Context: an optimization exercise on an open-source flow, tuned for small area and few clock cycles. The choices shown serve that exercise and are no tape-out recipe.
Function was checked by simulation only, so behaviour that the tests miss may differ from the original.
Power and IR drop assume default switching activity.

==> inputs of trial 79 <==
Design mcb_top, start of the top module:
module mcb_top (
    input  wire        clk,
    input  wire        rst,
    input  wire        cmd_valid,
    output wire        cmd_ready,
    input  wire [31:0] cmd_data,
    output wire        smp_valid,
    input  wire        smp_ready,
    output wire [15:0] smp_data,
    output reg         byte_valid,
    input  wire        byte_ready,
    output wire [7:0]  byte_data,
    output reg         rd_valid,
    input  wire        rd_ready,
    output reg  [31:0] rd_data,
    output wire        irq
);
==> module mcb_enc, before the edit <==
module mcb_enc (
    input  wire        clk,
    input  wire        rst,
    input  wire        start,      
    input  wire [1:0]  kind,       
    input  wire [7:0]  arg,        
    input  wire [14:0] t_half,     
    input  wire [14:0] amp,        
    output wire        busy,
    output wire        byte_full,  
    output wire        post_pend,  
    output wire        smp_valid,
    input  wire        smp_ready,
    output wire [15:0] smp_data
);
    reg [6:0]  halves;     
    reg [14:0] scnt;       
    reg [9:0]  sh;         
    reg        pre, post;
    reg [7:0]  bq [0:3];   
    reg [1:0]  rp, wp;
    reg [2:0]  bn;
    reg        pp;         
    assign busy      = (halves != 7'd0);
    assign smp_valid = busy;
    assign byte_full = bn[2];
    assign post_pend = pp;
    wire cur_bit    = pre | sh[0];
    wire first_half = ~halves[0];
    wire high_level = cur_bit ^ first_half;
    wire [15:0] pa = {1'b0, amp};
    assign smp_data = post ? 16'd0 : (high_level ? pa : (~pa + 16'd1));
    wire [14:0] scnt1 = scnt + 15'd1;
    wire half_end = busy && smp_ready && (scnt1 == t_half);
    wire done     = half_end && (halves == 7'd1);
    wire next_byte = done && (bn != 3'd0);
    wire next_post = done && (bn == 3'd0) && pp;
    wire direct    = start && (!busy || (done && bn == 3'd0 && !pp));
    wire push_byte = start && !direct && (kind == 2'd2);
    wire push_post = start && !direct && (kind == 2'd3);
    always @(posedge clk) begin
        if (rst) begin
            halves <= 7'd0;
            bn     <= 3'd0;
            pp     <= 1'b0;
            rp     <= 2'd0;
            wp     <= 2'd0;
        end else begin
            if (direct) begin
                case (kind)
                    2'd0:    halves <= 7'd64;
                    2'd1:    halves <= 7'd2;
                    2'd2:    halves <= 7'd20;
                    default: halves <= 7'd4;
                endcase
            end else if (next_byte) begin
                halves <= 7'd20;
            end else if (next_post) begin
                halves <= 7'd4;
            end else if (half_end) begin
                halves <= halves - 7'd1;
            end
            if (push_byte) wp <= wp + 2'd1;
            if (next_byte) rp <= rp + 2'd1;
            bn <= bn + {2'd0, push_byte} - {2'd0, next_byte};
            if (push_post)      pp <= 1'b1;
            else if (next_post) pp <= 1'b0;
        end
    end
    always @(posedge clk) begin
        if (push_byte) bq[wp] <= arg;
        if (direct) begin
            scnt <= 15'd0;
            pre  <= (kind == 2'd0);
            post <= (kind == 2'd3);
            sh   <= (kind == 2'd2) ? {1'b1, arg, 1'b0} : {9'd0, arg[0]};
        end else if (next_byte || next_post) begin
            scnt <= 15'd0;
            pre  <= 1'b0;
            post <= next_post;
            sh   <= {1'b1, bq[rp], 1'b0};
        end else if (busy && smp_ready) begin
            if (scnt1 == t_half) begin
                scnt <= 15'd0;
                if (!first_half) sh <= {1'b0, sh[9:1]};
            end else begin
                scnt <= scnt1;
            end
        end
    end
endmodule
==> flow/config.mk <==
export PLATFORM = sky130hd
export DESIGN_NAME = mcb_top
export DESIGN_NICKNAME = mcb_top
export VERILOG_FILES = /design/flow/design.v
export SDC_FILE = /design/flow/constraint.sdc
export NUM_CORES = 4
export LEC_CHECK = 0
export CAP_MARGIN = 20
export CORE_MARGIN = 2
export CORE_UTILIZATION = 40
export SLEW_MARGIN = 20
==> flow/constraint.sdc <==
create_clock -name core_clock -period 16.0 [get_ports {clk}]
set_input_delay 3.2000 -clock core_clock [delete_from_list [all_inputs] [get_ports {clk}]]
set_output_delay 3.2000 -clock core_clock [all_outputs]
set_load 0.01 [all_outputs]
run.sh (not shown) runs the stock make flow with config.mk's settings and CLKGATE_MAP_FILE= SYNTH_SCRIPT=/design/flow/synth_recipe.tcl, a recipe that flattens the netlist after the stock synthesis.
==> trial 39 (differences from trial 79) <==
--- a/flow/design.v
+++ b/flow/design.v
@@ -123,23 +123,23 @@
     reg        thr_ok;        
     reg [14:0] clk_t;
     reg [31:0] bitcnt, bytecnt, skipcnt;
     reg        be;
     reg [14:0] mv;
     reg [1:0]  lvl;
-    reg [15:0] cnt;           
+    reg [16:0] cnt;           
     reg [1:0]  stg;           
     reg [15:0] ncnt;          
     reg        xs;
     reg [4:0]  bufn;
     reg        outl;
     reg        ph;
     reg [3:0]  nb;
     reg [9:0]  sh;
     reg        partial;
-    reg [15:0] bq [0:N_KEEP-1];    
+    reg [16:0] bq [0:N_KEEP-1];    
     reg [4:0]  rd_sel;
     wire       enc_busy, enc_bfull, enc_ppend;
     reg        enc_start;
     mcb_enc u_enc (
         .clk(clk), .rst(rst),
         .start(enc_start), .kind(cmd_data[25:24]), .arg(cmd_data[7:0]),
@@ -219,41 +219,42 @@
     reg [14:0] n_nf, n_clk_t;
     reg        n_thr_ok;
     reg [31:0] n_bitcnt, n_bytecnt, n_skipcnt;
     reg        n_be;
     reg [14:0] n_mv;
     reg [1:0]  n_lvl;
-    reg [15:0] n_cnt;
+    reg [16:0] n_cnt;
     reg [1:0]  n_stg;
     reg [15:0] n_ncnt;
     reg        n_xs;
     reg [4:0]  n_bufn;
     reg        n_outl;
     reg        n_ph;
     reg [3:0]  n_nb;
     reg [9:0]  n_sh;
     reg        n_partial;
-    reg [15:0] n_bq [0:N_KEEP-1];
+    reg [16:0] n_bq [0:N_KEEP-1];
     reg        n_byte_valid, n_rd_valid;
     reg [4:0]  n_rd_sel;
     reg        n_reset;
     reg        raise_en;
     reg [2:0]  raise_code;
     reg [15:0] s;
     reg [16:0] mag;
     reg [1:0]  cls;
-    reg [15:0] d17;
-    reg [15:0] med;
+    reg [16:0] d17;
+    reg [16:0] med;
     reg        consistent, do_insert, do_restart;
     reg [N_KEEP-1:0] gt;
-    reg [15:0] lock_m;
+    reg [16:0] lock_m;
     reg        lng, bitv, smp_done, push_en, push_b, finish_en, desync_en;
-    reg [15:0] cnt1;
+    reg [16:0] cnt1;
     reg [14:0] gap, t_new;
     reg        adv, xreset;
-    reg [16:0] e;
+    reg [17:0] d2;
+    reg [18:0] m3;
     reg [32:0] ebsum;
     integer    i;
     always @* begin
         n_dstate   = dstate;   n_errflags = errflags; n_cause  = cause;
         n_esmp     = esmp;     n_ebyte    = ebyte;    n_cmdcnt = cmdcnt;
         n_enc_t    = enc_t;    n_enc_a    = enc_a;    n_minvol = minvol;
@@ -272,22 +273,22 @@
         n_reset      = 1'b0;
         enc_start    = 1'b0;
         raise_en = 1'b0; raise_code = 3'd0;
         s = imm;
         mag = s[15] ? ({1'b0, ~s} + 17'd1) : {1'b0, s};
         cls = LV_NONE; d17 = cnt;
-        med = 16'd0;
-        consistent = 1'b0; do_insert = 1'b0; do_restart = 1'b0; lock_m = 16'd0;
+        med = 17'd0;
+        consistent = 1'b0; do_insert = 1'b0; do_restart = 1'b0; lock_m = 17'd0;
         lng = 1'b0; bitv = 1'b0; smp_done = 1'b0;
         push_en = 1'b0; push_b = 1'b0; finish_en = 1'b0; desync_en = 1'b0;
         gt = {N_KEEP{1'b0}};
-        cnt1 = cnt + 16'd1;
+        cnt1 = cnt + 17'd1;
         gap = (stg == 2'd0) ? {1'b0, clk_t[14:1]} : (stg == 2'd1) ? clk_t : (clk_t | 15'd1);
-        adv = (stg != 2'd3) && (cnt1 == {1'b0, gap});
+        adv = (stg != 2'd3) && (cnt1 == {2'b0, gap});
         t_new = clk_t; xreset = 1'b0;
-        e = 17'd0;
+        d2 = {cnt, 1'b0}; m3 = 19'd0;
         ebsum = 33'd0;
         if (accept) begin
             n_cmdcnt = sat_inc(cmdcnt);
             if (c_nop) begin
             end else if (c_srst) begin
                 n_reset = 1'b1;
@@ -314,13 +315,13 @@
                 end else begin
                     enc_start = 1'b1;
                 end
             end else if (c_dstart) begin
                 n_smpcnt = 32'd0; n_nf = 15'd0; n_thr_ok = 1'b0; n_clk_t = 15'd0;
                 n_bitcnt = 32'd0; n_bytecnt = 32'd0; n_skipcnt = 32'd0;
-                n_lvl = LV_NONE; n_cnt = 16'd0; n_ncnt = 16'd0; n_xs = 1'b0;
+                n_lvl = LV_NONE; n_cnt = 17'd0; n_ncnt = 16'd0; n_xs = 1'b0;
                 n_bufn = 5'd0; n_outl = 1'b0; n_ph = 1'b0; n_nb = 4'd0; n_partial = 1'b0;
                 n_errflags = errflags & 5'b10001;
                 n_be = ctrl[0];
                 n_mv = minvol;
                 n_dstate = S_ONSET;
             end else if (c_dsmp) begin
@@ -342,26 +343,26 @@
                     if (mag >= thr_c) cls = s[15] ? LV_L : LV_H;
                     else              cls = LV_NONE;
                     if (n_dstate == S_CLOCK) begin
                         if (cls == LV_NONE) begin
                             if (lvl != LV_NONE) n_cnt = cnt1;
                         end else if (lvl == LV_NONE) begin
-                            n_lvl = cls; n_cnt = 16'd1;
+                            n_lvl = cls; n_cnt = 17'd1;
                         end else if (cls == lvl) begin
                             n_cnt = cnt1;
                         end else begin
-                            n_lvl = cls; n_cnt = 16'd1;
+                            n_lvl = cls; n_cnt = 17'd1;
                             if (!xs) begin
                                 n_xs = 1'b1;
                             end else begin
                                 if (bufn == 5'd0) begin
                                     do_restart = 1'b1;
                                 end else begin
                                     med = bq[(bufn - 5'd1) >> 1];
-                                    e = {1'b0, d17} - {2'b0, med[15:1]};
-                                    consistent = !e[16] && (e[15:0] != 16'd0 || !med[0]) && (e[15:0] <= med);
+                                    m3 = {2'b0, med} + {1'b0, med, 1'b0};
+                                    consistent = ({1'b0, med} <= d2) && ({1'b0, d2} <= m3);
                                     if (consistent)   do_insert = 1'b1;
                                     else if (outl)    do_restart = 1'b1;
                                     else              n_outl = 1'b1;
                                 end
                                 if (do_restart) begin
                                     n_bq[0] = d17; n_bufn = 5'd1; n_outl = 1'b0;
@@ -376,26 +377,26 @@
                                         end
                                     end
                                     n_bufn = bufn + 5'd1; n_outl = 1'b0;
                                 end
                                 if (n_bufn == 5'd16) begin
                                     lock_m = n_bq[7];
-                                    if (lock_m != 16'd0 && lock_m[15] == 1'b0) begin
+                                    if (lock_m != 17'd0 && lock_m[16:15] == 2'b00) begin
                                         n_clk_t  = lock_m[14:0];
                                         t_new    = lock_m[14:0];
                                         xreset   = 1'b1;
                                         n_dstate = S_SYNC;
                                         n_ncnt   = 16'd0;
                                     end else begin
                                         n_bufn = 5'd0; n_outl = 1'b0;
                                     end
                                 end
                             end
                         end
                     end else if (dstate == S_SYNC || dstate == S_DATA) begin
-                        n_cnt = adv ? 16'd0 : cnt1;
+                        n_cnt = adv ? 17'd0 : cnt1;
                         n_stg = adv ? stg + 2'd1 : stg;
                         if (cls == LV_NONE) begin
                             n_ncnt = ncnt + 16'd1;
                             if (ncnt == {clk_t, 1'b0}) finish_en = 1'b1;
                         end else if (cls == lvl) begin
                             n_ncnt = 16'd0;
@@ -486,15 +487,15 @@
                 end else begin
                     n_dstate = S_FAIL;
                 end
             end
             if (xreset) begin
                 if (t_new[14:2] == 13'd0 && !(t_new[1] & t_new[0])) begin
-                    n_stg = 2'd1; n_cnt = 16'd0;
+                    n_stg = 2'd1; n_cnt = 17'd0;
                 end else begin
-                    n_stg = 2'd0; n_cnt = {15'd0, ~t_new[0]};
+                    n_stg = 2'd0; n_cnt = {16'd0, ~t_new[0]};
                 end
             end
             if (smp_done) n_smpcnt = sat_inc(smpcnt);
             if (raise_en) begin
                 n_errflags[raise_code] = 1'b1;
                 n_cause    = raise_code;
@@ -508,27 +509,25 @@
         if (rst || n_reset) begin
             dstate <= S_IDLE; errflags <= 5'd0; cause <= 3'd0;
             esmp <= 32'd0; ebyte <= 32'd0; cmdcnt <= 32'd0;
             enc_t <= 15'd0; enc_a <= 15'd24576; minvol <= 15'd2048; ctrl <= 2'd0;
             smpcnt <= 32'd0; nf <= 15'd0; thr_ok <= 1'b0; clk_t <= 15'd0;
             bitcnt <= 32'd0; bytecnt <= 32'd0; skipcnt <= 32'd0;
-            be <= 1'b0; partial <= 1'b0;
+            be <= 1'b0; mv <= 15'd0; lvl <= LV_NONE; cnt <= 17'd0; stg <= 2'd0; ncnt <= 16'd0;
+            xs <= 1'b0; bufn <= 5'd0; outl <= 1'b0; ph <= 1'b0; nb <= 4'd0; partial <= 1'b0;
         end else begin
             dstate <= n_dstate; errflags <= n_errflags; cause <= n_cause;
             esmp <= n_esmp; ebyte <= n_ebyte; cmdcnt <= n_cmdcnt;
             enc_t <= n_enc_t; enc_a <= n_enc_a; minvol <= n_minvol; ctrl <= n_ctrl;
             smpcnt <= n_smpcnt; nf <= n_nf; thr_ok <= n_thr_ok; clk_t <= n_clk_t;
             bitcnt <= n_bitcnt; bytecnt <= n_bytecnt; skipcnt <= n_skipcnt;
-            be <= n_be; partial <= n_partial;
+            be <= n_be; mv <= n_mv; lvl <= n_lvl; cnt <= n_cnt; stg <= n_stg; ncnt <= n_ncnt;
+            xs <= n_xs; bufn <= n_bufn; outl <= n_outl; ph <= n_ph; nb <= n_nb; partial <= n_partial;
         end
     end
     always @(posedge clk) begin
-        mv <= n_mv; lvl <= n_lvl; cnt <= n_cnt; stg <= n_stg; ncnt <= n_ncnt;
-        xs <= n_xs; bufn <= n_bufn; outl <= n_outl; ph <= n_ph; nb <= n_nb;
-    end
-    always @(posedge clk) begin
         if (rst) begin
             byte_valid <= 1'b0;
             rd_valid   <= 1'b0;
         end else begin
             byte_valid <= n_byte_valid;
             rd_valid   <= n_rd_valid;
Settings changed: CTS_BUF_LIST set to sky130_fd_sc_hd__clkbuf_4, GPL_TIMING_DRIVEN set to 0.
==> build 37 (differences from trial 79) <==
--- a/flow/design.v
+++ b/flow/design.v
@@ -14,13 +14,13 @@
     output wire [15:0] smp_data
 );
     reg [6:0]  halves;     
     reg [14:0] scnt;       
     reg [9:0]  sh;         
     reg        pre, post;
-    reg [7:0]  bq [0:3];   
+    reg [31:0] bq;         
     reg [1:0]  rp, wp;
     reg [2:0]  bn;
     reg        pp;         
     assign busy      = (halves != 7'd0);
     assign smp_valid = busy;
     assign byte_full = bn[2];
@@ -35,12 +35,21 @@
     wire done     = half_end && (halves == 7'd1);
     wire next_byte = done && (bn != 3'd0);
     wire next_post = done && (bn == 3'd0) && pp;
     wire direct    = start && (!busy || (done && bn == 3'd0 && !pp));
     wire push_byte = start && !direct && (kind == 2'd2);
     wire push_post = start && !direct && (kind == 2'd3);
+    reg [7:0] bq_head;
+    always @* begin
+        case (rp)
+            2'd0: bq_head = bq[7:0];
+            2'd1: bq_head = bq[15:8];
+            2'd2: bq_head = bq[23:16];
+            default: bq_head = bq[31:24];
+        endcase
+    end
     always @(posedge clk) begin
         if (rst) begin
             halves <= 7'd0;
             bn     <= 3'd0;
             pp     <= 1'b0;
             rp     <= 2'd0;
@@ -65,23 +74,30 @@
             bn <= bn + {2'd0, push_byte} - {2'd0, next_byte};
             if (push_post)      pp <= 1'b1;
             else if (next_post) pp <= 1'b0;
         end
     end
     always @(posedge clk) begin
-        if (push_byte) bq[wp] <= arg;
+        if (push_byte) begin
+            case (wp)
+                2'd0: bq[7:0]   <= arg;
+                2'd1: bq[15:8]  <= arg;
+                2'd2: bq[23:16] <= arg;
+                default: bq[31:24] <= arg;
+            endcase
+        end
         if (direct) begin
             scnt <= 15'd0;
             pre  <= (kind == 2'd0);
             post <= (kind == 2'd3);
             sh   <= (kind == 2'd2) ? {1'b1, arg, 1'b0} : {9'd0, arg[0]};
         end else if (next_byte || next_post) begin
             scnt <= 15'd0;
             pre  <= 1'b0;
             post <= next_post;
-            sh   <= {1'b1, bq[rp], 1'b0};
+            sh   <= {1'b1, bq_head, 1'b0};
         end else if (busy && smp_ready) begin
             if (scnt1 == t_half) begin
                 scnt <= 15'd0;
                 if (!first_half) sh <= {1'b0, sh[9:1]};
             end else begin
                 scnt <= scnt1;
==> flow/flow/run.sh (new file) <==
#!/bin/bash
# Layout flow: the standard flow (standard.sh) with these changes:
#  - synthesis leaves the adders and comparators to ABC as plain logic (no
#    mapping to the fixed full/half-adder cells first, ADDER_MAP_FILE empty) and
#    maps the logic with an area-oriented ABC script (flow/abc_area.script, with
#    a 60 s &deepsyn run) instead of ORFS's delay-oriented abc_speed.script;
#    the flip-flop mapping and register names are the standard synthesis's;
#  - every input and output port still gets its own buffer, a buf_1 cell;
#  - clock tree synthesis without dummy loads, with clusters of up to 24 sinks.
# Everything else is the standard layout. Each step's full output goes to a
# log file here.
set -euo pipefail
WORK=$(pwd)
# a private copy of ORFS's scripts folder with the ABC script replaced
rm -rf "$WORK/orfs_scripts"
cp -r "$FLOW_HOME/scripts" "$WORK/orfs_scripts"
cp "$WORK/flow/abc_area.script" "$WORK/orfs_scripts/abc_speed.script"
export BUFFER_PORTS_ARGS="-buffer_cell sky130_fd_sc_hd__buf_1"
export CTS_ARGS="-sink_clustering_enable -repair_clock_nets -dont_use_dummy_load -sink_clustering_size 24 -sink_clustering_max_diameter 100"
bash standard.sh synth "SCRIPTS_DIR=$WORK/orfs_scripts" "ADDER_MAP_FILE=" > "$WORK/flow_synth.log" 2>&1
bash standard.sh finish "SCRIPTS_DIR=$WORK/orfs_scripts" > "$WORK/flow_layout.log" 2>&1
test -s "$WORK/out/final.def"
==> flow/flow/abc_area.script (new file) <==
strash
&get -n
&fraig -x
&put
dc2
dc2
strash
&get -n
&deepsyn -T 60
&dch -f
&nf -a
&put
==> flow/standard.sh (new file) <==
#!/bin/bash
# synth_recipe.tcl (not shown) runs the flow's synth.tcl, then flattens the netlist and writes it again
# the make line also repeats each setting of config.mk as NAME=value (left out here)
make -C /OpenROAD-flow-scripts/flow DESIGN_CONFIG=/design/flow/config.mk WORK_HOME=/design/flow/orfs CLKGATE_MAP_FILE= SYNTH_SCRIPT=/design/flow/synth_recipe.tcl "${@:-finish}"
Settings changed: CAP_MARGIN 20 to 0, CORE_UTILIZATION 40 to 55, GPL_TIMING_DRIVEN set to 0, SLEW_MARGIN 20 to 0.
removed: flow/run.sh
==> comparison <==
- The highest die area belongs to trial 39, the lowest to build 37.
- In sequential power, build 37 and trial 39 hardly differ.
- Sequential share of layout area: trial 39 < trial 79 < build 37.
- The highest clock-buffer cell count belongs to trial 39, the lowest to build 37.
- In trial 39 the synthesized cell count is larger than in build 37, by about 36%.
- Design area: trial 39 > trial 79 > build 37.
- The lowest clock skew belongs to trial 79, the highest to trial 39.
- The lowest register-to-register slack belongs to build 37, the highest to trial 79.
- Build 37 produced a layout that fails on capacitance limit, slew limit. Trial 39 completed with no timing, DRC or antenna violations. Trial 79 produced a clean layout.
Testbench counts of trial 79, summed over its fixed seeds: cycles 108,164.
Testbench counts of trial 39, summed over its fixed seeds: cycles 108,164.
Testbench counts of build 37, summed over its fixed seeds: cycles 108,164.

what the ideal ports hide:
Ports are ideal in the flow. The routed layouts listed here were re-timed in OpenROAD.
Step 1, drivers: a clkbuf_16 drives clk and a buf_2 each remaining input, both assumed.
Step 2 adds t to the input delays and takes it off the output delays; t is the mean of the earliest and latest rising clock arrival at the registers after step 1. Input paths then give back, and output paths get back, about the clock's delay inside the block.
Three values: no drivers, after step 1, after step 2; two values: the first two.
run	t, ns	setup WS [ns]	worst register clock-pin slew, ns	worst slew at a driven data input, ns
trial 79	0.722	6.544 / 6.545 / 5.866	0.06 / 0.06	0.16
trial 39	1.183	4.322 / 4.351 / 3.168	0.08 / 0.08	0.11
build 37	0.697	3.857 / 3.898 / 3.201	0.11 / 0.11	0.05
For trial 39, which loses most, drivers alone change the setup slack by +0.029 ns; drivers and shift together by -1.154 ns.
